What follows belongs to an exercise in optimizing a design on an open flow for small area, a short achievable clock period and few clock cycles; a production flow would make more cautious choices. In this exercise RTL edits were held to simulation tests only and were not proved equivalent to the original. Power figures rest on the tool's default switching activity, not on a simulated workload.

===== flow/design.v =====
module qvm_core (
    input             clk,
    input             rst,
    input             start,
    input      [31:0] start_csx,
    input      [31:0] start_len,
    output            idle,
    output reg        mem_req,
    output reg        mem_we,
    output reg [15:0] mem_addr,
    output reg  [7:0] mem_wdata,
    input             mem_ready,
    input       [7:0] mem_rdata,
    output reg        ev_valid,
    output reg  [3:0] ev_kind,
    output reg [31:0] ev_data,
    output            in_req,
    output      [3:0] in_sel,
    input             in_valid,
    input      [31:0] in_data,
    output reg        halt_valid,
    output reg  [2:0] halt_reason,
    output reg [31:0] ec
);
    localparam [2:0] H_EXIT    = 3'd1;
    localparam [2:0] H_ABORT   = 3'd2;
    localparam [2:0] H_DIVZERO = 3'd3;
    localparam [2:0] H_INVALID = 3'd4;
    localparam [2:0] H_EOC     = 3'd5;
    localparam [9:0] S_IDLE = 10'd1;
    localparam [9:0] S_F    = 10'd2;      
    localparam [9:0] S_X    = 10'd4;      
    localparam [9:0] S_MUL  = 10'd8;
    localparam [9:0] S_DIV  = 10'd16;
    localparam [9:0] S_STR  = 10'd32;
    localparam [9:0] S_IN   = 10'd64;
    localparam [9:0] S_PUSH = 10'd128;
    localparam [9:0] S_FIX  = 10'd256;    
    localparam [9:0] S_HANG = 10'd512;
    localparam DI    = 0;    
    localparam DADD  = 1;    
    localparam DSUB  = 2;    
    localparam DAND  = 3;    
    localparam DOR   = 4;    
    localparam DXOR  = 5;    
    localparam DSHL  = 6;    
    localparam DSHR  = 7;    
    localparam DNOT  = 8;    
    localparam DMOV  = 9;    
    localparam DMUL  = 10;   
    localparam DDIV  = 11;   
    localparam DCMP  = 12;   
    localparam DST   = 13;   
    localparam DSTI  = 14;   
    localparam DLD   = 15;   
    localparam DTRAP = 16;   
    localparam DTRI  = 17;   
    localparam DJMP  = 18;   
    localparam DJD   = 19;   
    localparam DJXD  = 20;   
    localparam DJ16  = 21;   
    localparam DJNEG = 22;   
    localparam DJREG = 23;   
    localparam DINV  = 24;   
    localparam DOP12 = 25;   
    localparam DOP13 = 26;   
    localparam DALU  = 27;   
    function [27:0] decode(input [7:0] o);
        begin
            decode = 28'd0;
            decode[DI]    = (o == 8'h01) || (o == 8'h10) || (o == 8'h12) || (o == 8'h14) ||
                            (o == 8'h16) || (o == 8'h18) || (o == 8'h1A) || (o == 8'h1C) ||
                            (o == 8'h1E) || (o == 8'h20) || (o == 8'h23);
            decode[DADD]  = (o == 8'h10) || (o == 8'h11);
            decode[DSUB]  = (o == 8'h12) || (o == 8'h13);
            decode[DAND]  = (o == 8'h18) || (o == 8'h19);
            decode[DOR]   = (o == 8'h1A) || (o == 8'h1B);
            decode[DXOR]  = (o == 8'h1C) || (o == 8'h1D);
            decode[DSHL]  = (o == 8'h1E) || (o == 8'h1F);
            decode[DSHR]  = (o == 8'h20) || (o == 8'h21);
            decode[DNOT]  = (o == 8'h22);
            decode[DMOV]  = (o == 8'h01) || (o == 8'h02);
            decode[DMUL]  = (o == 8'h14) || (o == 8'h15);
            decode[DDIV]  = (o == 8'h16) || (o == 8'h17);
            decode[DCMP]  = (o == 8'h23) || (o == 8'h24);
            decode[DST]   = (o == 8'h03) || (o == 8'h04);
            decode[DSTI]  = (o == 8'h03);
            decode[DLD]   = (o == 8'h05);
            decode[DTRAP] = (o == 8'h06) || (o == 8'h07);
            decode[DTRI]  = (o == 8'h06);
            decode[DJMP]  = (o[7:3] == 5'b00001);
            decode[DJD]   = (o == 8'h08) || (o == 8'h0C);
            decode[DJXD]  = (o == 8'h09) || (o == 8'h0D);
            decode[DJ16]  = (o == 8'h0A);
            decode[DJNEG] = (o[7:2] == 6'b000011);
            decode[DJREG] = (o == 8'h0A) || (o == 8'h0B) || (o == 8'h0E) || (o == 8'h0F);
            decode[DINV]  = (o >= 8'h25);
            decode[DOP12] = (o == 8'h12);
            decode[DOP13] = (o == 8'h13);
            decode[DALU]  = (o == 8'h10) || (o == 8'h11) || (o >= 8'h18 && o <= 8'h22);
        end
    endfunction
    function [32:0] padd(input [31:0] a, input [31:0] b, input cin);
        reg [31:0] g, p, gg, pp;
        integer l, i, j;
        begin
            g = a & b;
            p = a ^ b;
            gg = g;
            pp = p;
            gg[0] = g[0] | (p[0] & cin);
            for (l = 0; l < 5; l = l + 1)
                for (i = 0; i < 32; i = i + 1)
                    if ((i >> l) & 1) begin
                        j = ((i >> l) << l) - 1;
                        gg[i] = gg[i] | (pp[i] & gg[j]);
                        pp[i] = pp[i] & pp[j];
                    end
            padd = {gg[31], p ^ {gg[30:0], cin}};
        end
    endfunction
    reg  [9:0]   state;
    reg          idle_r;
    reg  [799:0] rfv;          
    reg  [7:0]   op, fb, fc, fd;
    reg  [27:0]  dq;           
    reg  [1:0]   fbyte;
    reg  [15:0]  fa;           
    reg          fin;          
    reg          x2;           
    reg  [31:0]  opa, opb, acc;
    reg  [4:0]   cnt;
    reg          in_line;
    reg  [7:0]   push_byte;
    reg          pf;           
    reg          chkj;         
    reg  [511:0] icd;          
    reg  [159:0] ict;          
    reg  [15:0]  icv;          
    assign idle = idle_r;
    wire [31:0] imm16 = {16'd0, fc, fd};
    wire [31:0] imm24 = {8'd0, fb, fc, fd};
    wire [31:0] csx = rfv[16*32 +: 32];
    wire [31:0] ipx = rfv[17*32 +: 32];
    wire [31:0] clx = rfv[18*32 +: 32];
    wire [31:0] spx = rfv[20*32 +: 32];
    wire [31:0] ax  = rfv[22*32 +: 32];
    wire [31:0] sx  = rfv[23*32 +: 32];
    wire [31:0] fx  = rfv[24*32 +: 32];
    wire [31:0] x0  = rfv[0*32 +: 32];
    wire [31:0] x1  = rfv[1*32 +: 32];
    wire st_idle = state[0];
    wire st_f    = state[1];
    wire st_x    = state[2];
    wire st_mul  = state[3];
    wire st_div  = state[4];
    wire st_str  = state[5];
    wire st_in   = state[6];
    wire st_push = state[7];
    wire st_fix  = state[8];
    wire st_hang = state[9];
    wire [3:0]  ici = fa[5:2];
    reg  [31:0] icw;
    reg  [9:0]  ictw;
    integer ci;
    always @(*) begin
        icw = 32'd0; ictw = 10'd0;
        for (ci = 0; ci < 16; ci = ci + 1) begin
            icw  = icw  | ({32{ici == ci}} & icd[ci*32 +: 32]);
            ictw = ictw | ({10{ici == ci}} & ict[ci*10 +: 10]);
        end
    end
    wire        ic_hit = fin && (fa[1:0] == 2'b00) && icv[ici] && (ictw == fa[15:6]);
    wire [7:0]  icb = icw[23:16];
    wire [7:0]  icc = icw[15:8];
    wire        ic_hz = (icb >= 8'd16 && icb <= 8'd24) || (icc >= 8'd16 && icc <= 8'd24);
    wire [7:0]  ra_idx = (st_f && fbyte == 2'd2) ? fb : icb;
    wire [7:0]  rb_idx = (st_f && fbyte == 2'd3) ? fc : (st_x && dq[DJXD]) ? fd : icc;
    reg  [31:0] rporta, rportb;
    integer ri;
    always @(*) begin
        rporta = 32'd0; rportb = 32'd0;
        for (ri = 0; ri < 25; ri = ri + 1) begin
            rporta = rporta | ({32{ra_idx == ri}} & rfv[ri*32 +: 32]);
            rportb = rportb | ({32{rb_idx == ri}} & rfv[ri*32 +: 32]);
        end
    end
    wire [31:0] b2 = opb;
    wire [31:0] b3 = acc;
    wire [32:0] cmp_s = padd(opa, ~b3, 1'b1);
    wire        lt    = !cmp_s[32];
    wire        eq    = (opa == b3);
    wire [31:0] cmp32 = lt ? 32'd1 : eq ? 32'd2 : 32'd4;
    wire sub_fix = !x2 && ((dq[DOP13] && (fb == 8'd24 || fc == 8'd24)) ||
                           (dq[DOP12] && (fb == 8'd24)));
    wire [32:0] off4s = padd({16'd0, fb, fc}, 32'd4, 1'b0);
    wire [16:0] off4 = off4s[16:0];
    reg  [31:0] ad_x, ad_y;
    reg         ad_sub;
    always @(*) begin
        ad_x = opa; ad_y = b2; ad_sub = 1'b0;
        if (st_x) begin
            if (dq[DJMP]) begin
                ad_x = csx;
                ad_y = dq[DJREG] ? opa : {15'd0, off4};
            end else begin
                ad_sub = dq[DSUB];
            end
        end else if (st_div) begin
            ad_y = opb; ad_sub = 1'b1;
        end else if (st_str) begin
            ad_y = 32'd1;
        end else if (st_in || st_push) begin
            ad_x = spx; ad_y = 32'd1;
        end
    end
    wire [32:0] ad_s = padd(ad_x, ad_y ^ {32{ad_sub}}, ad_sub);
    wire [31:0] ad_r = ad_s[31:0];
    wire [32:0] bnd  = padd(csx, clx, 1'b0);
    wire [31:0] ipx4 = padd(ipx, 32'd4, 1'b0);
    wire        eoc_seq = padd(ipx4, ~bnd[31:0], 1'b1) >> 32;    
    wire        eoc_cur = padd(ipx, ~bnd[31:0], 1'b1) >> 32;     
    function [31:0] rev32(input [31:0] v);
        integer k;
        begin
            for (k = 0; k < 32; k = k + 1) rev32[k] = v[31-k];
        end
    endfunction
    function [4:0] msb32(input [31:0] v);
        integer k;
        begin
            msb32 = 5'd0;
            for (k = 0; k < 32; k = k + 1) if (v[k]) msb32 = k;
        end
    endfunction
    wire [4:0]  dshift = msb32(opa) - msb32(b2);
    wire        sh_r   = dq[DSHR];
    wire [31:0] sh_src = dq[DDIV] ? b2 : opa;
    wire [4:0]  sh_amt = dq[DDIV] ? dshift : b2[4:0];
    wire [31:0] sh_a   = sh_r ? rev32(sh_src) : sh_src;
    wire [31:0] sh_b   = sh_a << sh_amt;
    wire [31:0] sh_res = sh_r ? rev32(sh_b) : sh_b;
    wire [31:0] pp0 = opb[0] ? opa : 32'd0;
    wire [31:0] pp1 = opb[1] ? {opa[30:0], 1'b0} : 32'd0;
    wire [31:0] pp2 = opb[2] ? {opa[29:0], 2'b0} : 32'd0;
    wire [31:0] pp3 = opb[3] ? {opa[28:0], 3'b0} : 32'd0;
    wire [31:0] macc = st_x ? 32'd0 : acc;
    wire [31:0] cs1s = macc ^ pp0 ^ pp1;
    wire [31:0] cs1c = {((macc & pp0) | (macc & pp1) | (pp0 & pp1)), 1'b0};
    wire [31:0] cs2s = cs1s ^ cs1c ^ pp2;
    wire [31:0] cs2c = {((cs1s & cs1c) | (cs1s & pp2) | (cs1c & pp2)), 1'b0};
    wire [31:0] cs3s = cs2s ^ cs2c ^ pp3;
    wire [31:0] cs3c = {((cs2s & cs2c) | (cs2s & pp3) | (cs2c & pp3)), 1'b0};
    wire [32:0] mul_a = padd(cs3s, cs3c, 1'b0);
    wire [31:0] mul_s = mul_a[31:0];
    wire        mul_last = (opb[31:4] == 28'd0);
    wire        div_ge = ad_s[32];                    
    wire [31:0] div_q  = {acc[30:0], div_ge};
    wire [31:0] alu = ({32{dq[DMOV]}} & b2) |
                      ({32{dq[DAND]}} & (opa & b2)) |
                      ({32{dq[DOR]}}  & (opa | b2)) |
                      ({32{dq[DXOR]}} & (opa ^ b2)) |
                      ({32{dq[DSHL] | dq[DSHR]}} & sh_res) |
                      ({32{dq[DNOT]}} & ~opa) |
                      ({32{dq[DADD] | dq[DSUB]}} & ad_r);
    wire        roll_any  = (b2 == 32'd0) || (clx == 32'd0) || !bnd[32];
    wire        roll_zero = padd(csx, ~b2, 1'b1) >> 32;           
    wire [31:0] roll_ssx  = roll_any ? bnd[31:0] : 32'd0;
    wire [31:0] trap_t = dq[DTRI] ? imm24 : opa;
    wire        t1 = trap_t == 32'd1;
    wire        t2 = trap_t == 32'd2;
    wire        j_eq_f   = dq[DJD]  ? (fx == {24'd0, fd}) :
                           dq[DJ16] ? (fx == imm16) : (fx == opb);
    wire        j_take_f = dq[DJNEG] ^ j_eq_f;
    wire        ax_in  = (ax[31:16] == 16'd0);
    wire        spx_in = (spx[31:16] == 16'd0);
    wire        str_in = (opa[31:16] == 16'd0);
    wire        opb_z  = (opb == 32'd0);
    wire [31:0] opb_m1 = padd(opb, 32'hFFFFFFFF, 1'b0);
    wire x_st = st_x && dq[DST] && ax_in;
    wire x_ld = st_x && dq[DLD] && ax_in;
    always @(*) begin
        mem_req   = !idle_r && !st_hang && !st_fix;
        mem_we    = x_st || (st_push && spx_in);
        mem_addr  = fa;
        mem_wdata = st_push ? push_byte : dq[DSTI] ? fb : opa[7:0];
        if (x_st || x_ld) mem_addr = ax[15:0];
        else if (st_push) mem_addr = spx[15:0];
        else if (st_str && !opb_z) mem_addr = opa[15:0];
    end
    wire fdat_ok = !fin || mem_ready;
    wire [32:0] fa1 = padd({16'd0, fa}, 32'd1, 1'b0);
    wire [32:0] fa4 = padd({16'd0, fa}, 32'd4, 1'b0);
    wire [7:0] fdat = fin ? mem_rdata : 8'd0;
    assign in_req = st_in;
    assign in_sel = in_line ? 4'hF : sx[3:0];
    reg        wen;
    reg [7:0]  widx;
    reg [31:0] wdata;
    reg        fx_we;
    reg        ssx_we;
    reg        spx_we;
    reg        ipx_we;  reg [31:0] ipx_d;
    reg        clr;      
    reg        cmpl;        
    reg        cf;          
    reg        redirect;    
    reg        fix;         
    reg        lk;          
    reg        lk_hit;      
    wire st_conf = (x_st && ax[5:2] == ici) || (st_push && spx[5:2] == ici);
    wire fwd = wen && (widx < 8'd25);
    wire [27:0] dnx = decode(icw[31:24]);
    wire [31:0] xc_fwd = (fwd && widx == icc) ? wdata : rportb;
    reg  [9:0] nstate;
    reg        hlt;
    reg  [2:0] hlt_r;
    always @(*) begin
        wen = 1'b0; widx = fb; wdata = alu;
        fx_we = 1'b0;
        ssx_we = 1'b0; spx_we = 1'b0;
        ipx_we = 1'b0; ipx_d = ipx4;
        clr = 1'b0;
        cmpl = 1'b0; cf = 1'b0; redirect = 1'b0; fix = 1'b0; lk = 1'b0; lk_hit = 1'b0;
        nstate = state;
        hlt = 1'b0; hlt_r = H_EOC;
        case (1'b1)
            st_idle: begin
                if (start && start_len != 32'd0 && start_len[1:0] == 2'b00) begin
                    clr = 1'b1;
                    nstate = S_F;
                end
            end
            st_f: begin
                if (chkj && eoc_cur) hlt = 1'b1;
                if (fbyte == 2'd0 && ic_hit) begin
                    lk_hit = 1'b1;
                    nstate = S_X;
                end else if (fdat_ok && fbyte == 2'd3) begin
                    nstate = S_X;
                end
            end
            st_x: begin
                cmpl = 1'b1; cf = 1'b1; lk = 1'b1;
                if (dq[DMOV]) begin
                    wen = 1'b1;
                    if (fb == 8'd21) begin
                        if (!roll_any && !roll_zero) begin
                            cmpl = 1'b0; nstate = S_HANG;
                        end else
                            ssx_we = 1'b1;
                    end
                end else if (dq[DST]) begin
                    if (ax_in) begin
                        cf = 1'b0;
                        cmpl = mem_ready;
                    end
                end else if (dq[DLD]) begin
                    wen = !ax_in || mem_ready;
                    wdata = ax_in ? {24'd0, mem_rdata} : 32'd0;
                    if (ax_in) begin
                        cf = 1'b0;
                        cmpl = mem_ready;
                    end
                end else if (dq[DTRAP]) begin
                    if (t1) begin
                        if (sx == 32'd1) begin
                            hlt = 1'b1; hlt_r = H_EXIT; cmpl = 1'b0;
                        end else if (sx == 32'd2) begin
                            hlt = 1'b1; hlt_r = H_ABORT; cmpl = 1'b0;
                        end
                    end else if (t2) begin
                        if (sx == 32'd5) begin
                            cmpl = 1'b0; nstate = S_STR;
                        end else if (sx >= 32'd6 && sx <= 32'd10) begin
                            cmpl = 1'b0; nstate = S_IN;
                        end
                    end
                end else if (dq[DJMP]) begin
                    if (dq[DJXD] && !x2) begin
                        cmpl = 1'b0;
                    end else if (j_take_f) begin
                        cf = 1'b0; lk = 1'b0;
                        ipx_we = 1'b1; ipx_d = ad_r;
                        if (dq[DJREG]) fix = 1'b1;
                        else redirect = 1'b1;
                    end else if (dq[DJXD]) begin
                        cf = 1'b0; lk = 1'b0;
                    end
                end else if (dq[DALU]) begin
                    wen = 1'b1;
                end else if (dq[DSUB]) begin
                    if (sub_fix) begin
                        fx_we = 1'b1;
                        cmpl = 1'b0;
                    end else begin
                        fx_we = !x2;
                        wen = 1'b1;
                    end
                end else if (dq[DMUL]) begin
                    if (mul_last) begin
                        wen = 1'b1; wdata = mul_s;
                    end else begin
                        cmpl = 1'b0; nstate = S_MUL;
                    end
                end else if (dq[DDIV]) begin
                    if (b2 == 32'd0) begin
                        hlt = 1'b1; hlt_r = H_DIVZERO; cmpl = 1'b0;
                    end else if (lt) begin
                        wen = 1'b1; wdata = 32'd0;
                    end else begin
                        cmpl = 1'b0; nstate = S_DIV;
                    end
                end else if (dq[DCMP]) begin
                    fx_we = 1'b1;
                end else if (dq[DINV]) begin
                    hlt = 1'b1; hlt_r = H_INVALID; cmpl = 1'b0;
                end
            end
            st_mul: begin
                if (mul_last) begin
                    wen = 1'b1; wdata = mul_s;
                    cmpl = 1'b1; cf = 1'b1; lk = 1'b1;
                end
            end
            st_div: begin
                if (cnt == 5'd0) begin
                    wen = 1'b1; wdata = div_q;
                    cmpl = 1'b1; cf = 1'b1; lk = 1'b1;
                end
            end
            st_str: begin
                if (opb_z) begin
                    cmpl = 1'b1; cf = 1'b1; lk = 1'b1;
                end
            end
            st_in: begin
                if (in_valid) begin
                    if (!in_line) begin
                        wen = 1'b1; widx = 8'd0; wdata = in_data;
                        if (!(sx == 32'd10 && in_data != 32'd0)) begin
                            cmpl = 1'b1; cf = 1'b1;
                        end
                    end else begin
                        spx_we = 1'b1;
                        nstate = S_PUSH;
                    end
                end
            end
            st_push: begin
                if (!spx_in || mem_ready) begin
                    if (opb_z) begin
                        cmpl = 1'b1; lk = 1'b1;
                    end else begin
                        nstate = S_IN;
                    end
                end
            end
            st_fix: begin
                ipx_we = 1'b1; ipx_d = ipx4;
                redirect = 1'b1;
                nstate = S_F;
                if (eoc_seq) hlt = 1'b1;
            end
            default: ;
        endcase
        if (cmpl) begin
            if (wen && (widx == 8'd16 || widx == 8'd17 || widx == 8'd18)) fix = 1'b1;
            if (fix) begin
                cf = 1'b0;
                nstate = S_FIX;
            end else begin
                if (!redirect) begin
                    ipx_we = 1'b1; ipx_d = ipx4;
                end
                nstate = S_F;
                if (lk && ic_hit) begin
                    cf = 1'b0;
                    if (!(ic_hz || st_conf)) begin
                        lk_hit = 1'b1;
                        nstate = S_X;
                    end
                end
                if (!redirect && eoc_seq) begin
                    hlt = 1'b1; hlt_r = H_EOC;
                end
            end
        end
        if (hlt) nstate = S_IDLE;
    end
    wire [31:0] wbus = clr ? 32'd0 : wdata;
    genvar gi;
    generate
        for (gi = 0; gi < 25; gi = gi + 1) begin : g_rf
            wire        gw = wen && (widx == gi);
            reg         en;
            reg  [31:0] d;
            always @(*) begin
                en = clr || gw;
                d  = wbus;
                if (gi == 16 || gi == 17) begin
                    if (clr) d = start_csx;
                end
                if (gi == 18) begin
                    if (clr) d = start_len;
                end
                if (gi == 17) begin
                    en = en || ipx_we;
                    if (!clr && !gw) d = ipx_d;
                end
                if (gi == 19) begin
                    en = en || ssx_we;
                    if (!clr && !gw) d = roll_ssx;
                end
                if (gi == 20) begin
                    en = en || spx_we;
                    if (!clr && !gw) d = ad_r;
                end
                if (gi == 24) begin
                    en = en || fx_we;
                    if (!clr && !gw) d = cmp32;
                end
            end
            always @(posedge clk)
                if (en) rfv[gi*32 +: 32] <= d;
        end
    endgenerate
    always @(posedge clk) begin
        ev_valid   <= 1'b0;
        halt_valid <= 1'b0;
        if (rst) begin
            state   <= S_IDLE;
            idle_r  <= 1'b1;
            ec      <= 32'd1;
            in_line <= 1'b0;
            x2      <= 1'b0;
            pf      <= 1'b0;
            chkj    <= 1'b0;
        end else begin
            if (st_f) chkj <= 1'b0;
            if (st_x && redirect) chkj <= 1'b1;
            state <= nstate;
            idle_r <= nstate[0];
            if (hlt) begin
                halt_valid  <= 1'b1;
                halt_reason <= hlt_r;
            end
            if (cmpl) begin
                x2 <= 1'b0;
                in_line <= 1'b0;
            end
            if (st_x) pf <= 1'b0;
            if (st_f) dq <= decode(op);
            if (clr) begin
                fa    <= start_csx[15:0];
                fin   <= (start_csx[31:16] == 16'd0);
                fbyte <= 2'd0;
            end else if (redirect) begin
                fa    <= ipx_d[15:0];
                fin   <= (ipx_d[31:16] == 16'd0);
                fbyte <= 2'd0;
            end else if (lk_hit) begin
                {op, fb, fc, fd} <= icw;
                dq <= dnx;
                pf <= 1'b0;
                {fin, fa} <= (fa[15:2] == 14'h3FFF) ? 17'd0 : {fin, fa4[15:0]};
            end else if (st_f || (cmpl && cf)) begin
                if (fdat_ok) begin
                    case (fbyte)
                        2'd0: op <= fdat;
                        2'd1: fb <= fdat;
                        2'd2: fc <= fdat;
                        default: begin
                            fd <= fdat;
                            pf <= (ipx[31:16] == 16'd0) && (ipx[1:0] == 2'b00);
                        end
                    endcase
                    fbyte <= fbyte + 2'd1;
                    {fin, fa} <= (fa == 16'hFFFF) ? {(ipx[31:16] == 16'hFFFF), 16'd0}
                                                  : {fin, fa1[15:0]};
                end
            end else if (cmpl) begin
                fbyte <= 2'd0;
            end
            if (st_f && fbyte == 2'd2) opa <= rporta;
            if (st_f && fbyte == 2'd3) begin
                opb <= dq[DI] ? {16'd0, fc, fdat} : rportb;
                acc <= (dq[DI] && !dq[DOP12]) ? {16'd0, fc, fdat} : rportb;
            end
            case (1'b1)
                st_x: begin
                    if (dq[DJXD] && !x2) begin
                        x2  <= 1'b1;
                        opb <= rportb;
                    end
                    if (sub_fix) begin
                        x2 <= 1'b1;
                        if (fb == 8'd24) opa <= cmp32;
                        if (fc == 8'd24) opb <= cmp32;
                    end
                    if (dq[DTRAP]) begin
                        if (t1) begin
                            if (sx == 32'd1) ec <= x0;
                            else if (sx == 32'd2) ec <= 32'hFFFFFFFF;
                        end else if (t2) begin
                            if (sx >= 32'd1 && sx <= 32'd4) begin
                                ev_valid <= 1'b1;
                                ev_kind  <= sx[3:0];
                                ev_data  <= (sx == 32'd1) ? {24'd0, x0[7:0]} : x0;
                            end else if (sx == 32'd5) begin
                                opa <= x0;
                                opb <= x1;
                            end else if (sx == 32'd11) begin
                                ev_valid <= 1'b1;
                                ev_kind  <= 4'd11;
                                ev_data  <= 32'd0;
                            end
                        end
                    end
                    if (dq[DMUL]) begin
                        acc <= mul_s;
                        opa <= {opa[27:0], 4'd0};
                        opb <= {4'd0, opb[31:4]};
                    end
                    if (dq[DDIV]) begin
                        acc <= 32'd0;
                        opb <= sh_res;
                        cnt <= dshift;
                    end
                end
                st_mul: begin
                    acc <= mul_s;
                    opa <= {opa[27:0], 4'd0};
                    opb <= {4'd0, opb[31:4]};
                end
                st_div: begin
                    acc <= div_q;
                    if (div_ge) opa <= ad_r;
                    opb <= {1'b0, opb[31:1]};
                    cnt <= cnt - 5'd1;
                end
                st_str: begin
                    if (opb_z) begin
                        ev_valid <= 1'b1;
                        ev_kind  <= 4'd12;
                        ev_data  <= x1;
                    end else if (!str_in || mem_ready) begin
                        ev_valid <= 1'b1;
                        ev_kind  <= 4'd5;
                        ev_data  <= {24'd0, str_in ? mem_rdata : 8'd0};
                        opa      <= ad_r;
                        opb      <= opb_m1;
                    end
                end
                st_in: begin
                    if (in_valid) begin
                        if (!in_line) begin
                            if (sx == 32'd10 && in_data != 32'd0) begin
                                opb     <= in_data;
                                in_line <= 1'b1;
                            end
                        end else begin
                            push_byte <= in_data[7:0];
                            opb       <= opb_m1;
                        end
                    end
                end
                default: ;
            endcase
            if (lk_hit) begin
                opa <= (fwd && widx == icb) ? wdata : rporta;
                opb <= dnx[DI] ? {16'd0, icw[15:0]} : xc_fwd;
                acc <= (dnx[DI] && !dnx[DOP12]) ? {16'd0, icw[15:0]} : xc_fwd;
            end
        end
    end
    wire fill = st_x && pf;
    genvar ge;
    generate
        for (ge = 0; ge < 16; ge = ge + 1) begin : g_ic
            always @(posedge clk) begin
                if (fill && ipx[5:2] == ge) begin
                    icd[ge*32 +: 32] <= {op, fb, fc, fd};
                    ict[ge*10 +: 10] <= ipx[15:6];
                end
                if (clr || (x_st && mem_ready && ax[5:2] == ge) ||
                    (st_push && spx_in && mem_ready && spx[5:2] == ge))
                    icv[ge] <= 1'b0;
                else if (fill && ipx[5:2] == ge)
                    icv[ge] <= 1'b1;
            end
        end
    endgenerate
endmodule

===== flow/run.sh =====
#!/bin/bash
# synth_recipe.tcl (not shown) runs the flow's synth.tcl, then flattens the netlist and writes it again
# the make line also repeats each setting of config.mk as NAME=value (left out here)
make -C /OpenROAD-flow-scripts/flow DESIGN_CONFIG=/design/flow/config.mk WORK_HOME=/design/flow/orfs CLKGATE_MAP_FILE= SYNTH_SCRIPT=/design/flow/synth_recipe.tcl finish

===== flow/config.mk =====
export PLATFORM = sky130hd
export DESIGN_NAME = qvm_core
export DESIGN_NICKNAME = qvm_core
export VERILOG_FILES = /design/flow/design.v
export SDC_FILE = /design/flow/constraint.sdc
export NUM_CORES = 4
export LEC_CHECK = 0
export CAP_MARGIN = 40
export CELL_PAD_IN_SITES_DETAIL_PLACEMENT = 1
export CELL_PAD_IN_SITES_GLOBAL_PLACEMENT = 2
export CORE_MARGIN = 2
export CORE_UTILIZATION = 35
export SLEW_MARGIN = 30

===== flow/constraint.sdc =====
create_clock -name core_clock -period 15.0 [get_ports {clk}]
set_input_delay 3.0000 -clock core_clock [delete_from_list [all_inputs] [get_ports {clk}]]
set_output_delay 3.0000 -clock core_clock [all_outputs]
set_load 0.01 [all_outputs]

==> flow_metrics.py, run 1 <==
metrics = {
    "layout": {
        "final_cell_area_um2": 131000,
        "multi_input_area_um2": 54500,
        "seqCellArea_um2": 52300,
        "finalNetCount": 11900,
        "area_growth_pct": 19.0,
        "nFillCells": 33900,
        "post_route_cells_drive_above_1_share": 0.145,
        "most-common-layout-cells": "edfxtp_1, nand2_1, nor2_1",
        "final_common_cell": "edfxtp_1",
    },
    "power": {
        "power_density_nw_per_um2": 125,
        "p_leak_nw": 45.1,
        "irDropWorstVdd_mv": 0.133,
    },
    "detailed_routing": {
        "drt-met1-wl_um": 316000,
        "route.detailed.drc": 0,
        "firstDrtPassIters": 13,
        "post_drt_wl_per_cell_um": 56.9,
        "vias_per_cell": 7.73,
        "wl_met2_um": 348000,
        "highest_layer": "met5",
        "ant_nets": 0,
        "vias": 122000,
        "drt_iter0_drc": 23800,
        "wl_met3_um": 134000,
        "drt-total-wl_um": 902000,
    },
    "clock_tree": {
        "cts_tree": "yes",
        "clockRootBuffer": "clkbuf_16",
        "h-tree-depth": 4,
        "cts_made_buffers": 211,
        "cts_resized": 0,
        "cts_setup_buffers": 0,
        "path_clk_slew_ns": 0.07,
        "cts_hold_buf": 0,
        "numClockSinks": 1763,
        "clk_latency_ns": 1.00,
        "clk_path_buf_depth": 4,
    },
    "timing": {
        "skew_ns": 0.106,
        "slew_headroom": 0.197,
        "max_freq_mhz": 100,
        "setup_violations": 0,
        "fin_setup_tns_ns": 0,
        "holdWs_ns": 0.493,
        "period_needed_ns": 10.0,
        "fin_crit_sh": 0.667,
        "rsz0062_at_grt": "false",
        "drv_slew": 0,
        "hold_viol": 0,
        "tightestPinTransition_ns": 1.20,
    },
    "floorplan": {
        "io_pins": 214,
        "start_util": 0.352,
        "rows": 205,
        "dieArea_um2": 318000,
        "coreArea_um2": 312000,
        "dieHeight_um": 564,
        "chipWidth_um": 564,
    },
    "placed_design": {
        "dpl_cell_area_um2": 123000,
        "io_buffers": 213,
        "gp_congestion": 1.11,
        "hpwl_um": 661000,
    },
    "grt": {
        "grt_use_total": 0.550,
        "first_global_vias": 113000,
        "grt_overflow_total": 0,
        "grt_antenna_before_repair": 178,
        "grt_pass1_wl_um": 1150000,
        "grt_max_degree": 134,
    },
    "worst_setup_path": {
        "r2r-start": "opb[4]",
        "r2r_cells": 27,
        "cp-end-kind": "flop",
        "crit_arrival_ns": 10.66,
        "timing.rr.end": "rfv[138]",
        "worstSetupStartpoint": "opb[4]",
        "worstSetupStartpointType": "flop",
        "regToRegSetupSlack_ns": 5.00,
        "path_class": "flop to flop",
        "cp_max_fo": 34,
        "required_ns": 15.66,
    },
    "synthesis": {
        "synth.area.top_cells": "edfxtp_1, a22oi_1, ha_1",
        "ys_types": 127,
        "synth_top_family_by_area": "compound AO/OA/AOI/OAI gates",
        "ys_seq_area_frac": 0.476,
        "synth_area_leader_cell": "edfxtp_1",
        "syn_area_per_cell_um2": 10.1,
        "synth-seq-cells": 1763,
        "yosysWarnings": 1,
        "synth_edf_count": 1699,
        "dominantRegCellSynth": "edfxtp_1",
        "synthesis.area_um2": 110000,
        "synthMuxAreaShare": 0.0407,
        "synth_fa_ha_area_frac": 0.0545,
        "synth_compound_area_frac": 0.227,
        "yosys.area_share.simple": 0.141,
        "yosys.area.top_type_share": 0.464,
        "synth_xor_area_frac": 0.0167,
        "syn_nets": 11400,
        "netlist_instances": 10900,
        "async_reset_ff_frac": 0,
    },
    "job": {
        "cap_viol_max_count": 0,
    },
    "hold_path": {
        "hold_depth": 2,
        "hp-class": "flop to flop",
        "hold_path_end": "chkj",
        "min-delay-start": "chkj",
    },
    "outcome": {
        "status": "finished clean",
    },
}
==> cell families after synthesis <==
kind of cell	Yosys count
flops	1763
fa+ha+maj	418
mux	418
buf+inv	1175
simple gates	3290
xor+xnor	210
compound gates	3590
==> layer usage <==
| layer | global-route usage | vias to the layer above |
|---|---|---|
| li1 | - | 43500 |
| met1 | 0.632 | 61900 |
| met2 | 0.738 | 12900 |
| met3 | 0.272 | 4129 |
| met4 | 0.510 | 64 |
| met5 | 0.00506 | - |
==> metrics by stage <==
step                setup slack [ns]  utilization  std cells  power (mW)
global route                    5.12        0.418      15700        16.3
global placement                4.54        0.386      15100        10.3
detailed placement              5.64        0.393      15200        10.4
finish                          5.00        0.419      15800        16.3
floorplan                       7.62            -      10900        7.78
CTS                             5.62        0.415      15600        15.8
==> report_power, final <==
group          switching (mW)  total, mW  internal (mW)
sequential              0.236       5.88           5.64
combinational            3.72       4.94           1.21
clock                    2.46       5.47           3.01
total                    6.42       16.3           9.87
==> critical path: stages, from the launching register on <==
cell      delay, ns
edfxtp_1       0.33
buf_4          0.50
inv_1          0.47
o21ai_0        0.18
a21oi_1        0.08
o21ai_0        0.23
a21oi_1        0.15
nor2_1         0.37
o21ai_0        0.15
a21oi_1        0.21
o21ai_0        0.32
a31oi_1        0.39
nor2_1         0.08
o211ai_1       0.28
a31oi_1        0.14
ha_1           0.25
fa_1           0.49
xnor2_1        0.31
mux2_2         0.72
nor3_1         0.19
o32a_1         0.60
mux2i_2        0.37
a21oi_1        0.14
nand2b_1       0.27
a22oi_1        0.97
or2_2          0.35
nand2_1        0.43
inv_1          0.74
==> layout make-up <==
class / instances / area share
sequential: 1763 / 0.400
timing repair buffer: 1103 / 0.0757
antenna: 176 / 0.00337
inverter: 349 / 0.0101
clock buffer: 241 / 0.0416
multi-input combinational: 7926 / 0.417
tap: 4140 / 0.0396
clock inverter: 148 / 0.0123
==> how the worst max path moves through the flow <==
| stage | to | slack [ns] | depth (start not counted) |
|---|---|---|---|
| 3_3_place_gp | rfv[682] | 4.54 | 10 |
| 4_1_cts | rfv[138] | 5.62 | 27 |
| 5_1_grt | rfv[386] | 5.12 | 29 |
| 3_5_place_dp | rfv[74] | 5.64 | 27 |
| 6_report | rfv[138] | 5.00 | 27 |
| 2_1_floorplan | rfv[384] | 7.62 | 12 |
==> cell usage after synthesis, drive strengths merged, types with 66 or more instances <==
library cell / n
xnor2: 145
a22o: 171
nor4: 123
buf: 281
clkbuf: 545
mux2: 66
nand4: 141
and3: 84
nand3: 297
o211ai: 101
mux2i: 336
a222oi: 123
a22oi: 539
nand2: 963
ha: 316
fa: 101
nor2: 1009
a221oi: 148
nor3: 269
o22ai: 201
inv: 334
nand2b: 71
o21ai: 596
edfxtp: 1699
a31oi: 127
a21o: 83
a21oi: 710
a211oi: 161
==> state kept, by name, indices dropped and copies added, names as in the netlist, 5 cells and up <==
register / count
fb: 8
ev_data: 32
state: 10
ec: 32
op: 8
ict: 160
icv: 16
dq: 28
opb: 32
fc: 8
opa: 32
fa: 16
icd: 512
acc: 32
fd: 8
push_byte: 8
cnt: 5
rfv: 800
Testbench counts, summed over its fixed seeds: cycles 126,257.
==> inputs of run 2 (changes only) <==
--- a/flow/design.v
+++ b/flow/design.v
@@ -27,16 +27,17 @@
     localparam [2:0] H_DIVZERO = 3'd3;
     localparam [2:0] H_INVALID = 3'd4;
     localparam [2:0] H_EOC     = 3'd5;
-    localparam [9:0] S_IDLE = 10'd1;
-    localparam [9:0] S_F    = 10'd2;      
-    localparam [9:0] S_X    = 10'd4;      
-    localparam [9:0] S_MUL  = 10'd8;
-    localparam [9:0] S_DIV  = 10'd16;
-    localparam [9:0] S_STR  = 10'd32;
-    localparam [9:0] S_IN   = 10'd64;
-    localparam [9:0] S_PUSH = 10'd128;
-    localparam [9:0] S_FIX  = 10'd256;    
-    localparam [9:0] S_HANG = 10'd512;
+    localparam [10:0] S_IDLE = 11'd1;
+    localparam [10:0] S_F    = 11'd2;      
+    localparam [10:0] S_X    = 11'd4;      
+    localparam [10:0] S_MUL  = 11'd8;
+    localparam [10:0] S_DIV  = 11'd16;
+    localparam [10:0] S_STR  = 11'd32;
+    localparam [10:0] S_IN   = 11'd64;
+    localparam [10:0] S_PUSH = 11'd128;
+    localparam [10:0] S_FIX  = 11'd256;    
+    localparam [10:0] S_HANG = 11'd512;
+    localparam [10:0] S_INR = 11'd1024;    
     localparam DI    = 0;    
     localparam DADD  = 1;    
     localparam DSUB  = 2;    
@@ -119,7 +120,7 @@
             padd = {gg[31], p ^ {gg[30:0], cin}};
         end
     endfunction
-    reg  [9:0]   state;
+    reg  [10:0]  state;
     reg          idle_r;
     reg  [799:0] rfv;          
     reg  [7:0]   op, fb, fc, fd;
@@ -130,6 +131,11 @@
     reg          x2;           
     reg  [31:0]  opa, opb, acc;
     reg  [4:0]   cnt;
+    reg          dn;           
+    reg          rw;           
+    reg          strz;         
+    reg  [16:0]  o4;           
+    reg  [15:0]  icsel;        
     reg          in_line;
     reg  [7:0]   push_byte;
     reg          pf;           
@@ -159,6 +165,7 @@
     wire st_push = state[7];
     wire st_fix  = state[8];
     wire st_hang = state[9];
+    wire st_inr  = state[10];
     wire [3:0]  ici = fa[5:2];
     reg  [31:0] icw;
     reg  [9:0]  ictw;
@@ -166,11 +173,11 @@
     always @(*) begin
         icw = 32'd0; ictw = 10'd0;
         for (ci = 0; ci < 16; ci = ci + 1) begin
-            icw  = icw  | ({32{ici == ci}} & icd[ci*32 +: 32]);
-            ictw = ictw | ({10{ici == ci}} & ict[ci*10 +: 10]);
+            icw  = icw  | ({32{icsel[ci]}} & icd[ci*32 +: 32]);
+            ictw = ictw | ({10{icsel[ci]}} & ict[ci*10 +: 10]);
         end
     end
-    wire        ic_hit = fin && (fa[1:0] == 2'b00) && icv[ici] && (ictw == fa[15:6]);
+    wire        ic_hit = fin && (fa[1:0] == 2'b00) && |(icsel & icv) && (ictw == fa[15:6]);
     wire [7:0]  icb = icw[23:16];
     wire [7:0]  icc = icw[15:8];
     wire        ic_hz = (icb >= 8'd16 && icb <= 8'd24) || (icc >= 8'd16 && icc <= 8'd24);
@@ -193,30 +200,17 @@
     wire [31:0] cmp32 = lt ? 32'd1 : eq ? 32'd2 : 32'd4;
     wire sub_fix = !x2 && ((dq[DOP13] && (fb == 8'd24 || fc == 8'd24)) ||
                            (dq[DOP12] && (fb == 8'd24)));
-    wire [32:0] off4s = padd({16'd0, fb, fc}, 32'd4, 1'b0);
-    wire [16:0] off4 = off4s[16:0];
-    reg  [31:0] ad_x, ad_y;
-    reg         ad_sub;
-    always @(*) begin
-        ad_x = opa; ad_y = b2; ad_sub = 1'b0;
-        if (st_x) begin
-            if (dq[DJMP]) begin
-                ad_x = csx;
-                ad_y = dq[DJREG] ? opa : {15'd0, off4};
-            end else begin
-                ad_sub = dq[DSUB];
-            end
-        end else if (st_div) begin
-            ad_y = opb; ad_sub = 1'b1;
-        end else if (st_str) begin
-            ad_y = 32'd1;
-        end else if (st_in || st_push) begin
-            ad_x = spx; ad_y = 32'd1;
-        end
-    end
+    wire [32:0] off4f = padd({16'd0, fb, fc}, 32'd4, 1'b0);
+    wire [32:0] off4h = padd({16'd0, icw[23:8]}, 32'd4, 1'b0);
+    wire [31:0] ad_x   = st_inr ? spx : opa;
+    wire [31:0] ad_y   = (st_str || st_inr) ? 32'd1 : opb;
+    wire        ad_sub = dq[DSUB] || st_div;
     wire [32:0] ad_s = padd(ad_x, ad_y ^ {32{ad_sub}}, ad_sub);
     wire [31:0] ad_r = ad_s[31:0];
-    wire [32:0] bnd  = padd(csx, clx, 1'b0);
+    wire [32:0] jt   = padd(csx, dq[DJREG] ? opa : {15'd0, o4}, 1'b0);
+    wire [31:0] jt_r = jt[31:0];
+    reg  [32:0] bnd;
+    always @(posedge clk) bnd <= padd(csx, clx, 1'b0);
     wire [31:0] ipx4 = padd(ipx, 32'd4, 1'b0);
     wire        eoc_seq = padd(ipx4, ~bnd[31:0], 1'b1) >> 32;    
     wire        eoc_cur = padd(ipx, ~bnd[31:0], 1'b1) >> 32;     
@@ -235,8 +229,8 @@
     endfunction
     wire [4:0]  dshift = msb32(opa) - msb32(b2);
     wire        sh_r   = dq[DSHR];
-    wire [31:0] sh_src = dq[DDIV] ? b2 : opa;
-    wire [4:0]  sh_amt = dq[DDIV] ? dshift : b2[4:0];
+    wire [31:0] sh_src = st_div ? opb : opa;
+    wire [4:0]  sh_amt = st_div ? cnt : opb[4:0];
     wire [31:0] sh_a   = sh_r ? rev32(sh_src) : sh_src;
     wire [31:0] sh_b   = sh_a << sh_amt;
     wire [31:0] sh_res = sh_r ? rev32(sh_b) : sh_b;
@@ -277,16 +271,16 @@
     wire        str_in = (opa[31:16] == 16'd0);
     wire        opb_z  = (opb == 32'd0);
     wire [31:0] opb_m1 = padd(opb, 32'hFFFFFFFF, 1'b0);
-    wire x_st = st_x && dq[DST] && ax_in;
-    wire x_ld = st_x && dq[DLD] && ax_in;
+    wire x_st   = st_x && dq[DST] && ax_in;
+    wire x_ldst = st_x && (dq[DST] || dq[DLD]);
     always @(*) begin
         mem_req   = !idle_r && !st_hang && !st_fix;
         mem_we    = x_st || (st_push && spx_in);
         mem_addr  = fa;
         mem_wdata = st_push ? push_byte : dq[DSTI] ? fb : opa[7:0];
-        if (x_st || x_ld) mem_addr = ax[15:0];
+        if (x_ldst) mem_addr = ax[15:0];
         else if (st_push) mem_addr = spx[15:0];
-        else if (st_str && !opb_z) mem_addr = opa[15:0];
+        else if (st_str && !strz) mem_addr = opa[15:0];
     end
     wire fdat_ok = !fin || mem_ready;
     wire [32:0] fa1 = padd({16'd0, fa}, 32'd1, 1'b0);
@@ -310,9 +304,22 @@
     reg        lk_hit;      
     wire st_conf = (x_st && ax[5:2] == ici) || (st_push && spx[5:2] == ici);
     wire fwd = wen && (widx < 8'd25);
+    wire spec = (cmpl && lk) || (st_f && fbyte == 2'd0);
+    reg  [15:0] fa_n;
+    always @(*) begin
+        fa_n = fa;
+        if (clr)
+            fa_n = start_csx[15:0];
+        else if (redirect)
+            fa_n = ipx_d[15:0];
+        else if (lk_hit)
+            fa_n = (fa[15:2] == 14'h3FFF) ? 16'd0 : fa4[15:0];
+        else if ((st_f || (cmpl && cf)) && fdat_ok)
+            fa_n = (fa == 16'hFFFF) ? 16'd0 : fa1[15:0];
+    end
     wire [27:0] dnx = decode(icw[31:24]);
     wire [31:0] xc_fwd = (fwd && widx == icc) ? wdata : rportb;
-    reg  [9:0] nstate;
+    reg  [10:0] nstate;
     reg        hlt;
     reg  [2:0] hlt_r;
     always @(*) begin
@@ -351,17 +358,13 @@
                             ssx_we = 1'b1;
                     end
                 end else if (dq[DST]) begin
-                    if (ax_in) begin
-                        cf = 1'b0;
-                        cmpl = mem_ready;
-                    end
+                    cf = 1'b0;
+                    if (ax_in) cmpl = mem_ready;
                 end else if (dq[DLD]) begin
+                    cf = 1'b0;
                     wen = !ax_in || mem_ready;
                     wdata = ax_in ? {24'd0, mem_rdata} : 32'd0;
-                    if (ax_in) begin
-                        cf = 1'b0;
-                        cmpl = mem_ready;
-                    end
+                    if (ax_in) cmpl = mem_ready;
                 end else if (dq[DTRAP]) begin
                     if (t1) begin
                         if (sx == 32'd1) begin
@@ -381,7 +384,7 @@
                         cmpl = 1'b0;
                     end else if (j_take_f) begin
                         cf = 1'b0; lk = 1'b0;
-                        ipx_we = 1'b1; ipx_d = ad_r;
+                        ipx_we = 1'b1; ipx_d = jt_r;
                         if (dq[DJREG]) fix = 1'b1;
                         else redirect = 1'b1;
                     end else if (dq[DJXD]) begin
@@ -398,11 +401,7 @@
                         wen = 1'b1;
                     end
                 end else if (dq[DMUL]) begin
-                    if (mul_last) begin
-                        wen = 1'b1; wdata = mul_s;
-                    end else begin
-                        cmpl = 1'b0; nstate = S_MUL;
-                    end
+                    cmpl = 1'b0; nstate = S_MUL;
                 end else if (dq[DDIV]) begin
                     if (b2 == 32'd0) begin
                         hlt = 1'b1; hlt_r = H_DIVZERO; cmpl = 1'b0;
@@ -417,34 +416,31 @@
                     hlt = 1'b1; hlt_r = H_INVALID; cmpl = 1'b0;
                 end
             end
-            st_mul: begin
-                if (mul_last) begin
-                    wen = 1'b1; wdata = mul_s;
-                    cmpl = 1'b1; cf = 1'b1; lk = 1'b1;
-                end
-            end
-            st_div: begin
-                if (cnt == 5'd0) begin
-                    wen = 1'b1; wdata = div_q;
+            st_mul, st_div: begin
+                if (rw) begin
+                    wen = 1'b1; wdata = acc;
                     cmpl = 1'b1; cf = 1'b1; lk = 1'b1;
                 end
             end
             st_str: begin
-                if (opb_z) begin
+                if (strz) begin
                     cmpl = 1'b1; cf = 1'b1; lk = 1'b1;
                 end
             end
             st_in: begin
-                if (in_valid) begin
-                    if (!in_line) begin
-                        wen = 1'b1; widx = 8'd0; wdata = in_data;
-                        if (!(sx == 32'd10 && in_data != 32'd0)) begin
-                            cmpl = 1'b1; cf = 1'b1;
-                        end
+                if (in_valid) nstate = S_INR;
+            end
+            st_inr: begin
+                if (!in_line) begin
+                    wen = 1'b1; widx = 8'd0; wdata = acc;
+                    if (sx == 32'd10 && acc != 32'd0) begin
+                        nstate = S_IN;
                     end else begin
-                        spx_we = 1'b1;
-                        nstate = S_PUSH;
+                        cmpl = 1'b1; cf = 1'b1; lk = 1'b1;
                     end
+                end else begin
+                    spx_we = 1'b1;
+                    nstate = S_PUSH;
                 end
             end
             st_push: begin
@@ -460,7 +456,6 @@
                 ipx_we = 1'b1; ipx_d = ipx4;
                 redirect = 1'b1;
                 nstate = S_F;
-                if (eoc_seq) hlt = 1'b1;
             end
             default: ;
         endcase
@@ -534,11 +529,12 @@
             ec      <= 32'd1;
             in_line <= 1'b0;
             x2      <= 1'b0;
+            rw      <= 1'b0;
             pf      <= 1'b0;
             chkj    <= 1'b0;
         end else begin
             if (st_f) chkj <= 1'b0;
-            if (st_x && redirect) chkj <= 1'b1;
+            if ((st_x && redirect) || st_fix) chkj <= 1'b1;
             state <= nstate;
             idle_r <= nstate[0];
             if (hlt) begin
@@ -546,11 +542,13 @@
                 halt_reason <= hlt_r;
             end
             if (cmpl) begin
+                rw <= 1'b0;
                 x2 <= 1'b0;
                 in_line <= 1'b0;
             end
             if (st_x) pf <= 1'b0;
             if (st_f) dq <= decode(op);
+            icsel <= 16'd1 << fa_n[5:2];
             if (clr) begin
                 fa    <= start_csx[15:0];
                 fin   <= (start_csx[31:16] == 16'd0);
@@ -560,9 +558,7 @@
                 fin   <= (ipx_d[31:16] == 16'd0);
                 fbyte <= 2'd0;
             end else if (lk_hit) begin
-                {op, fb, fc, fd} <= icw;
-                dq <= dnx;
-                pf <= 1'b0;
+                op <= icw[31:24];
                 {fin, fa} <= (fa[15:2] == 14'h3FFF) ? 17'd0 : {fin, fa4[15:0]};
             end else if (st_f || (cmpl && cf)) begin
                 if (fdat_ok) begin
@@ -584,6 +580,7 @@
             end
             if (st_f && fbyte == 2'd2) opa <= rporta;
             if (st_f && fbyte == 2'd3) begin
+                o4  <= off4f[16:0];
                 opb <= dq[DI] ? {16'd0, fc, fdat} : rportb;
                 acc <= (dq[DI] && !dq[DOP12]) ? {16'd0, fc, fdat} : rportb;
             end
@@ -608,8 +605,9 @@
                                 ev_kind  <= sx[3:0];
                                 ev_data  <= (sx == 32'd1) ? {24'd0, x0[7:0]} : x0;
                             end else if (sx == 32'd5) begin
-                                opa <= x0;
-                                opb <= x1;
+                                opa  <= x0;
+                                opb  <= x1;
+                                strz <= (x1 == 32'd0);
                             end else if (sx == 32'd11) begin
                                 ev_valid <= 1'b1;
                                 ev_kind  <= 4'd11;
@@ -621,26 +619,36 @@
                         acc <= mul_s;
                         opa <= {opa[27:0], 4'd0};
                         opb <= {4'd0, opb[31:4]};
+                        rw  <= mul_last;
                     end
                     if (dq[DDIV]) begin
                         acc <= 32'd0;
-                        opb <= sh_res;
                         cnt <= dshift;
+                        dn  <= 1'b1;
                     end
                 end
                 st_mul: begin
-                    acc <= mul_s;
-                    opa <= {opa[27:0], 4'd0};
-                    opb <= {4'd0, opb[31:4]};
+                    if (!rw) begin
+                        acc <= mul_s;
+                        opa <= {opa[27:0], 4'd0};
+                        opb <= {4'd0, opb[31:4]};
+                        rw  <= mul_last;
+                    end
                 end
                 st_div: begin
-                    acc <= div_q;
-                    if (div_ge) opa <= ad_r;
-                    opb <= {1'b0, opb[31:1]};
-                    cnt <= cnt - 5'd1;
+                    if (dn) begin
+                        opb <= sh_res;
+                        dn  <= 1'b0;
+                    end else if (!rw) begin
+                        acc <= div_q;
+                        if (div_ge) opa <= ad_r;
+                        opb <= {1'b0, opb[31:1]};
+                        cnt <= cnt - 5'd1;
+                        rw  <= (cnt == 5'd0);
+                    end
                 end
                 st_str: begin
-                    if (opb_z) begin
+                    if (strz) begin
                         ev_valid <= 1'b1;
                         ev_kind  <= 4'd12;
                         ev_data  <= x1;
@@ -650,24 +658,30 @@
                         ev_data  <= {24'd0, str_in ? mem_rdata : 8'd0};
                         opa      <= ad_r;
                         opb      <= opb_m1;
+                        strz     <= (opb_m1 == 32'd0);
                     end
                 end
                 st_in: begin
-                    if (in_valid) begin
-                        if (!in_line) begin
-                            if (sx == 32'd10 && in_data != 32'd0) begin
-                                opb     <= in_data;
-                                in_line <= 1'b1;
-                            end
-                        end else begin
-                            push_byte <= in_data[7:0];
-                            opb       <= opb_m1;
+                    if (in_valid) acc <= in_data;
+                end
+                st_inr: begin
+                    if (!in_line) begin
+                        if (sx == 32'd10 && acc != 32'd0) begin
+                            opb     <= acc;
+                            in_line <= 1'b1;
                         end
+                    end else begin
+                        push_byte <= acc[7:0];
+                        opb       <= opb_m1;
                     end
                 end
                 default: ;
             endcase
-            if (lk_hit) begin
+            if (spec) begin
+                {fb, fc, fd} <= icw[23:0];
+                dq  <= dnx;
+                pf  <= 1'b0;
+                o4  <= off4h[16:0];
                 opa <= (fwd && widx == icb) ? wdata : rporta;
                 opb <= dnx[DI] ? {16'd0, icw[15:0]} : xc_fwd;
                 acc <= (dnx[DI] && !dnx[DOP12]) ? {16'd0, icw[15:0]} : xc_fwd;
==> run 2 against run 1 <==
Hold slack better by 0.0082 ns. Critical path type unchanged. Clock skew is 0.0045 ns lower. Largest power group unchanged. Routed wire length fell by 6.6%. Non-clock buffer count decreased by 45. Still clean. Flip-flop and latch count increased by 70.
==> flow_metrics.py, run 2 <==
metrics = {
    "timing": {
        "drv_slew": 0,
        "period_needed_ns": 7.87,
        "setup_violations": 0,
        "fin_crit_sh": 0.525,
        "tightestPinTransition_ns": 1.10,
        "setup_slack_ns": 7.13,
        "rsz0062_at_grt": "false",
        "fin_setup_tns_ns": 0,
        "slew_headroom": 0.261,
        "skew_ns": 0.101,
        "hold_viol": 0,
        "max_freq_mhz": 127,
    },
    "worst_setup_path": {
        "path_class": "flop to flop",
        "r2r-start": "icsel[0]",
        "r2r_cells": 18,
        "crit_arrival_ns": 8.72,
        "worstSetupStartpointType": "flop",
        "required_ns": 15.85,
        "regToRegSetupSlack_ns": 7.13,
        "cp-end-kind": "flop",
        "timing.rr.end": "opa[29]",
        "cp_max_fo": 29,
    },
    "detailed_routing": {
        "firstDrtPassIters": 10,
        "drt-total-wl_um": 843000,
        "vias": 117000,
        "vias_per_cell": 7.47,
        "post_drt_wl_per_cell_um": 53.8,
        "route.detailed.drc": 0,
        "drt_iter0_drc": 22500,
        "ant_nets": 0,
    },
    "layout": {
        "largestRegisters": "rfv (800), icd (512), ict (160)",
        "area_growth_pct": 18.7,
        "multi_input_area_um2": 53200,
        "seqCellArea_um2": 54100,
        "nFillCells": 34100,
        "regMostFlops": "rfv",
        "largest_reg_flops": 800,
        "most-common-layout-cells": "edfxtp_1, nand2_1, nor2_1",
        "post_route_cells_drive_above_1_share": 0.141,
        "final_common_cell": "edfxtp_1",
        "finalNetCount": 11800,
    },
    "synthesis": {
        "async_reset_ff_frac": 0,
        "synth.area.top_cells": "edfxtp_1, ha_1, nand2_1",
        "yosysWarnings": 1,
        "ys_types": 96,
        "synthMostInstantiatedCell": "edfxtp_1",
        "yosys-top-cells-count": "edfxtp_1, nand2_1, nor2_1",
        "netlist_instances": 10800,
        "synthesis.area_um2": 111000,
        "synth-seq-cells": 1833,
        "yosys.area.top_type_share": 0.471,
        "syn_area_per_cell_um2": 10.3,
        "synth_area_leader_cell": "edfxtp_1",
        "synth_edf_count": 1734,
        "dominantRegCellSynth": "edfxtp_1",
        "ys_seq_area_frac": 0.489,
        "syn_nets": 11300,
    },
    "hold_path": {
        "min-delay-start": "ec[8]",
        "hp-class": "flop to flop",
        "hold_path_end": "ec[8]",
        "hold_depth": 2,
    },
    "grt": {
        "first_global_vias": 109000,
        "grt_use_total": 0.508,
        "grt_pass1_wl_um": 1090000,
        "grt_overflow_total": 0,
        "grt_antenna_before_repair": 132,
        "grt_max_degree": 66,
    },
    "floorplan": {
        "chipWidth_um": 566,
        "dieHeight_um": 566,
        "coreArea_um2": 314000,
        "start_util": 0.351,
        "dieArea_um2": 320000,
        "io_pins": 214,
        "rows": 206,
    },
    "clock_tree": {
        "cts_hold_buf": 0,
        "cts_tree": "yes",
        "cts_resized": 0,
        "cts_setup_buffers": 0,
        "clk_path_buf_depth": 4,
        "path_clk_slew_ns": 0.07,
        "h-tree-depth": 4,
        "cts_made_buffers": 218,
        "numClockSinks": 1833,
        "clk_latency_ns": 1.00,
        "clockRootBuffer": "clkbuf_16",
    },
    "power": {
        "p_seq_frac": 0.393,
        "internal_power_mw": 10.1,
        "netSwitchingPower_mw": 5.37,
        "power_frac_comb": 0.233,
        "switching_share": 0.346,
        "power_density_nw_per_um2": 118,
        "p_leak_nw": 46.3,
        "clkPwrFrac": 0.374,
        "irDropWorstVdd_mv": 0.107,
    },
    "outcome": {
        "status": "finished clean",
    },
    "placed_design": {
        "hpwl_um": 611000,
        "gp_congestion": 1.08,
        "place_ws_ns": 7.31,
        "io_buffers": 213,
    },
    "job": {
        "cap_viol_max_count": 0,
    },
}
## run 2: cell count changes after synthesis, sizes merged, moves of 82 or more
cell / change
a21oi: -97
buf: -93
a22oi: -111
mux2i: -109
a22o: +82
clkbuf: +99
a221oi: +97
nor3: -90
o22ai: -101
## run 2: how the worst max path moves through the flow
| stage | slack [ns] | startpoint | end | depth (start not counted) |
|---|---|---|---|---|
| floorplan | 7.37 | mem_ready | rfv[576] | 7 |
| global placement | 6.89 | start_len[18] | rfv[211] | 9 |
| detailed placement | 7.31 | mem_ready | opb[3] | 11 |
| CTS | 7.48 | state[2] | acc[31] | 21 |
| global route | 7.18 | state[2] | acc[31] | 21 |
| finish | 7.13 | icsel[0] | opa[29] | 18 |
## run 2: logic make-up (layout without fill, tap and decap cells)
family                     count (synthesis)  count (layout)  share of synthesized area
AOI/OAI and AO/OA                       3428            3428                      0.216
xor gates and xnor gates                 241             241                     0.0191
buffers and inverters                   1209            1834                     0.0422
adders and majority gates                454             454                     0.0586
other                                      0             115                          0
DFF                                     1833            1833                      0.489
and+or+nand+nor                         3249            3249                      0.137
muxes                                    359             359                     0.0375
## run 2: stage by stage
| stage | cells | area, um^2 | hold WS, ns | power, mW | util |
|---|---|---|---|---|---|
| floorplan | 10800 | 111000 | 0.428 | 7.69 | - |
| detailed placement | 15100 | 123000 | 0.495 | 9.53 | 0.391 |
| global route | 15600 | 131000 | 0.532 | 15.7 | 0.417 |
| global placement | 15000 | 121000 | 0.492 | 9.44 | 0.385 |
| CTS | 15500 | 130000 | 0.503 | 15.2 | 0.415 |
| finish | 15700 | 131000 | 0.502 | 15.5 | 0.417 |
## run 2: power groups by stage
stage / registers, mW / logic, mW / clock network (mW)
2_1_floorplan: 6.02 / 1.67 / 0
3_3_place_gp: 6.18 / 3.26 / 0
3_5_place_dp: 6.17 / 3.36 / 0
4_1_cts: 6.06 / 3.38 / 5.78
5_1_grt: 6.07 / 3.67 / 5.96
6_report: 6.09 / 3.62 / 5.79
## run 2: worst max-delay path, cell delays in order, from the launching register on
cell	delay [ns]
edfxtp_1	0.37
buf_4	0.26
buf_4	0.34
a22oi_1	0.26
nand2_1	0.15
or4_1	0.85
o31ai_4	0.36
buf_4	0.64
buf_4	0.58
and3_2	0.76
buf_4	0.67
a22oi_1	0.14
o211ai_1	0.15
a221oi_1	0.11
o21ai_0	0.23
or3_1	0.82
a21oi_1	0.38
o21ai_0	0.31
o221a_2	0.21
## run 2: final cells by class
| class | count | area share |
|---|---|---|
| antenna | 115 | 0.00219 |
| multi-input combinational | 7731 | 0.405 |
| sequential | 1833 | 0.412 |
| clock buffer | 249 | 0.0426 |
| clock inverter | 150 | 0.0145 |
| inverter | 377 | 0.0109 |
| tap | 4160 | 0.0397 |
| timing repair buffer | 1058 | 0.0726 |
## run 2: metal layers
metal  wire length [um]  global-route usage
met5               1380             0.00803
met4              89400               0.432
met3             117000               0.208
met2             329000               0.688
met1             306000               0.620
Testbench counts of run 2, summed over its fixed seeds: cycles 128,148.

[what the ideal ports hide]
The results above use ideal ports. As a check the final layouts listed here were re-extracted and re-timed, cells and wires unchanged. Step 1: set_driving_cell puts a clkbuf_16 on clk and a buf_2 on each other input, an assumption about the parent block. Step 2 moves the port delays by t, midway between the first and last clock arrival at a register: inputs arrive t later, outputs are due t later. That takes back most of the time a late clock gives input paths. Slacks: no drivers / after step 1 / after step 2; pairs: no drivers / after step 1.
| run | t (ns) | setup WS [ns] | worst setup path after step 2 | clock arrival spread, ns | pins driven straight from the clock port |
|---|---|---|---|---|---|
| run 1 | 1.066 | 5.002 / 5.002 / 5.002 | register to register | 0.106 / 0.106 | 1 |
| run 2 | 1.071 | 7.126 / 7.126 / 7.126 | register to register | 0.110 / 0.110 | 1 |
After both steps setup and hold are still met in every run listed.
